Background: an optimization exercise with open tools, aiming at small area, a short achievable clock period and few clock cycles per item. Do not read the settings as production practice.
Only simulation tests tie the RTL to the original design; equivalence was not proved.
Power figures rest on the tool's default switching activity, not on a simulated workload.

## modular_reduction_divider
module modular_reduction_divider (
    input  wire         clk,
    input  wire         rst_n,       
    input  wire [383:0] x,
    input  wire         x_valid,
    output wire [255:0] e,
    output reg          e_valid
);
    reg         busy;
    reg [4:0]   cnt;         
    reg         f0, f1, f2;  
    reg [263:0] v;           
    reg [49:1]  cr;          
    reg [124:0] xr;          
    reg [1:0]   jr;          
    reg         c254;        
    wire        fin = f0 | f1;
    wire [5:0]  t   = !busy ? {1'b0, x[383:379]} :
                      fin   ? (f1 ? {5'b11111, jr[1]} & {6{|jr}} : 6'd0) : v[254:249];
    wire [253:0] k =
        ({254{t == 6'd1}} & 254'hf9bb18d1ece5fd647afba497e7ea7a2687e956e978e3572c3df73e9278302b9) |
        ({254{t == 6'd2}} & 254'h1f37631a3d9cbfac8f5f7492fcfd4f44d0fd2add2f1c6ae587bee7d24f060572) |
        ({254{t == 6'd3}} & 254'h2ed314a75c6b1f82d70f2edc7b7bf6e7397bc04bc6aaa0584b9e5bbb7689082b) |
        ({254{t == 6'd4}} & 254'he0a77c19a07df2f666ea36f7879462c0a78eb28f5c70b3dd35d438dc58f0d9d) |
        ({254{t == 6'd5}} & 254'h1da6294eb8d63f05ae1e5db8f6f7edce72f780978d5540b0973cb776ed121056) |
        ({254{t == 6'd6}} & 254'h2d41dadbd7a49edbf5ce180275769570db76160624e376235b1c2b601495130f) |
        ({254{t == 6'd7}} & 254'hc793df615415e88852d8c957273e4b5ac7340e353ffe108e2db1332639b1881) |
        ({254{t == 6'd8}} & 254'h1c14ef83340fbe5eccdd46def0f28c5814f1d651eb8e167ba6ba871b8b1e1b3a) |
        ({254{t == 6'd9}} & 254'h2bb0a11052de1e35148d01286f7133fa7d706bc0831c4bee6a99fb04b2a11df3) |
        ({254{t == 6'd10}} & 254'hae8042a907adde1a3ec75bb6c6e833f4e6d969db238b6d3f258e2d701a72365) |
        ({254{t == 6'd11}} & 254'h1a83b5b7af493db7eb9c3004eaed2ae1b6ec2c0c49c6ec46b63856c0292a261e) |
        ({254{t == 6'd12}} & 254'h2a1f6744ce179d8e334bea4e696bd2841f6ac17ae15521b97a17caa950ad28d7) |
        ({254{t == 6'd13}} & 254'h956ca5f0bb45d3ac2ab5ee1666921c8f067ec5810718c9f01d6b27b9fb32e49) |
        ({254{t == 6'd14}} & 254'h18f27bec2a82bd110a5b192ae4e7c96b58e681c6a7ffc211c5b62664c7363102) |
        ({254{t == 6'd15}} & 254'h288e2d7949511ce7520ad3746366710dc16517353f8df78489959a4deeb933bb) |
        ({254{t == 6'd16}} & 254'h7c5909386eddc93e16a48076063c052926242126eaa626a115482203dbf392d) |
        ({254{t == 6'd17}} & 254'h17614220a5bc3c6a291a0250dee267f4fae0d781063897dcd533f60965423be6) |
  ...
export LEC_CHECK = 0
export ABC_AREA = 1
export CAP_MARGIN = 20
export CORE_MARGIN = 2
export CORE_UTILIZATION = 30
export CTS_BUF_LIST = sky130_fd_sc_hd__clkbuf_4 sky130_fd_sc_hd__clkbuf_8
export GPL_TIMING_DRIVEN = 0
export SETUP_SLACK_MARGIN = 2.5
export SLEW_MARGIN = 20
create_clock -name core_clock -period 6.5 [get_ports {clk}]
run.sh (not shown) runs the stock make flow with config.mk's settings and CLKGATE_MAP_FILE= SYNTH_SCRIPT=/design/flow/synth_recipe.tcl, a recipe that flattens the netlist after the stock synthesis.
The starting point passed the timing, design-rule and antenna checks.
Testbench counts at the start, summed over its fixed seeds: cycles 22,280, items 768.
Edit:
--- a/flow/config.mk
+++ b/flow/config.mk
@@ -7,3 +7,2 @@
 export LEC_CHECK = 0
-export ABC_AREA = 1
 export CAP_MARGIN = 20
@@ -13,3 +12,3 @@
 export GPL_TIMING_DRIVEN = 0
-export SETUP_SLACK_MARGIN = 2.5
+export SETUP_SLACK_MARGIN = 1.0
 export SLEW_MARGIN = 20
Result:
- wire length is lower by 20%
- power is lower by 16%
- sequential power is lower by 7.1%
- cell count is lower by 27%
- non-clock buffer count is lower by 682
- setup slack gets worse by 0.76 ns
- global-route usage is lower by 5.9 points
- die area is lower by 6.8%
Edit:
--- a/flow/config.mk
+++ b/flow/config.mk
@@ -7,2 +7,3 @@
 export LEC_CHECK = 0
+export ABC_AREA = 1
 export CAP_MARGIN = 20
@@ -11,4 +12,3 @@
 export CTS_BUF_LIST = sky130_fd_sc_hd__clkbuf_4 sky130_fd_sc_hd__clkbuf_8
-export GPL_TIMING_DRIVEN = 0
-export SETUP_SLACK_MARGIN = 1.0
+export SETUP_SLACK_MARGIN = 2.0
 export SLEW_MARGIN = 20
Effect: Now the flow reached the layout checks and failed them: capacitance limit, slew limit. Critical path depth went up by 13. Clock skew went up by 0.057 ns. Hold slack loses 0.029 ns. Total power went up by 11%.
Edit:
--- a/flow/config.mk
+++ b/flow/config.mk
@@ -12,2 +12,3 @@
 export CTS_BUF_LIST = sky130_fd_sc_hd__clkbuf_4 sky130_fd_sc_hd__clkbuf_8
+export GPL_TIMING_DRIVEN = 0
 export SETUP_SLACK_MARGIN = 2.0
- This time the run finished clean
- clock power grows by about 2%
- power shrinks by about 2.8%
- combinational power shrinks by about 2%
- count of clock-buffer cells in the layout shrinks by 4
- area after synthesis is unchanged
- sequential cell count does not change
- core utilization shrinks by 2.0 points
- die area does not change
- critical path depth shrinks by 11
- routed wire length grows by 7.6%
- setup slack improved by 0.093 ns

## afterwards: timing with drivers on the ports
In the flow no input, the clock included, has a driving cell. The finished layouts below were timed again as built, in two steps. Step 1 sets driving cells, clkbuf_16 on the clock port and buf_2 on the other inputs (assumed; they add their load-dependent delay and slew). Step 2, shift: input delay + t, output delay - t, t = (earliest + latest rising clock arrival at the registers) / 2. This alone moves slack from input paths to output paths. Three values: no drivers, after step 1, after step 2; two values: the first two.
run	shift t [ns]	setup WS [ns]	worst setup path after step 2	cell pins on the clock port's net
the first run	0.954	1.424 / 1.424 / 0.521	input to register	1
the second run	0.964	0.663 / 0.678 / -0.268	input to register	1
the third run	0.986	1.482 / 1.482 / 0.694	input to register	1
the fourth run	1.006	1.575 / 1.588 / 0.583	input to register	1
With both steps, setup timing fails in the second run, where it was met with ideal ports. The setup slack of the fourth run, which loses most, moves by +0.013 ns with the drivers and by -0.992 ns with both steps.
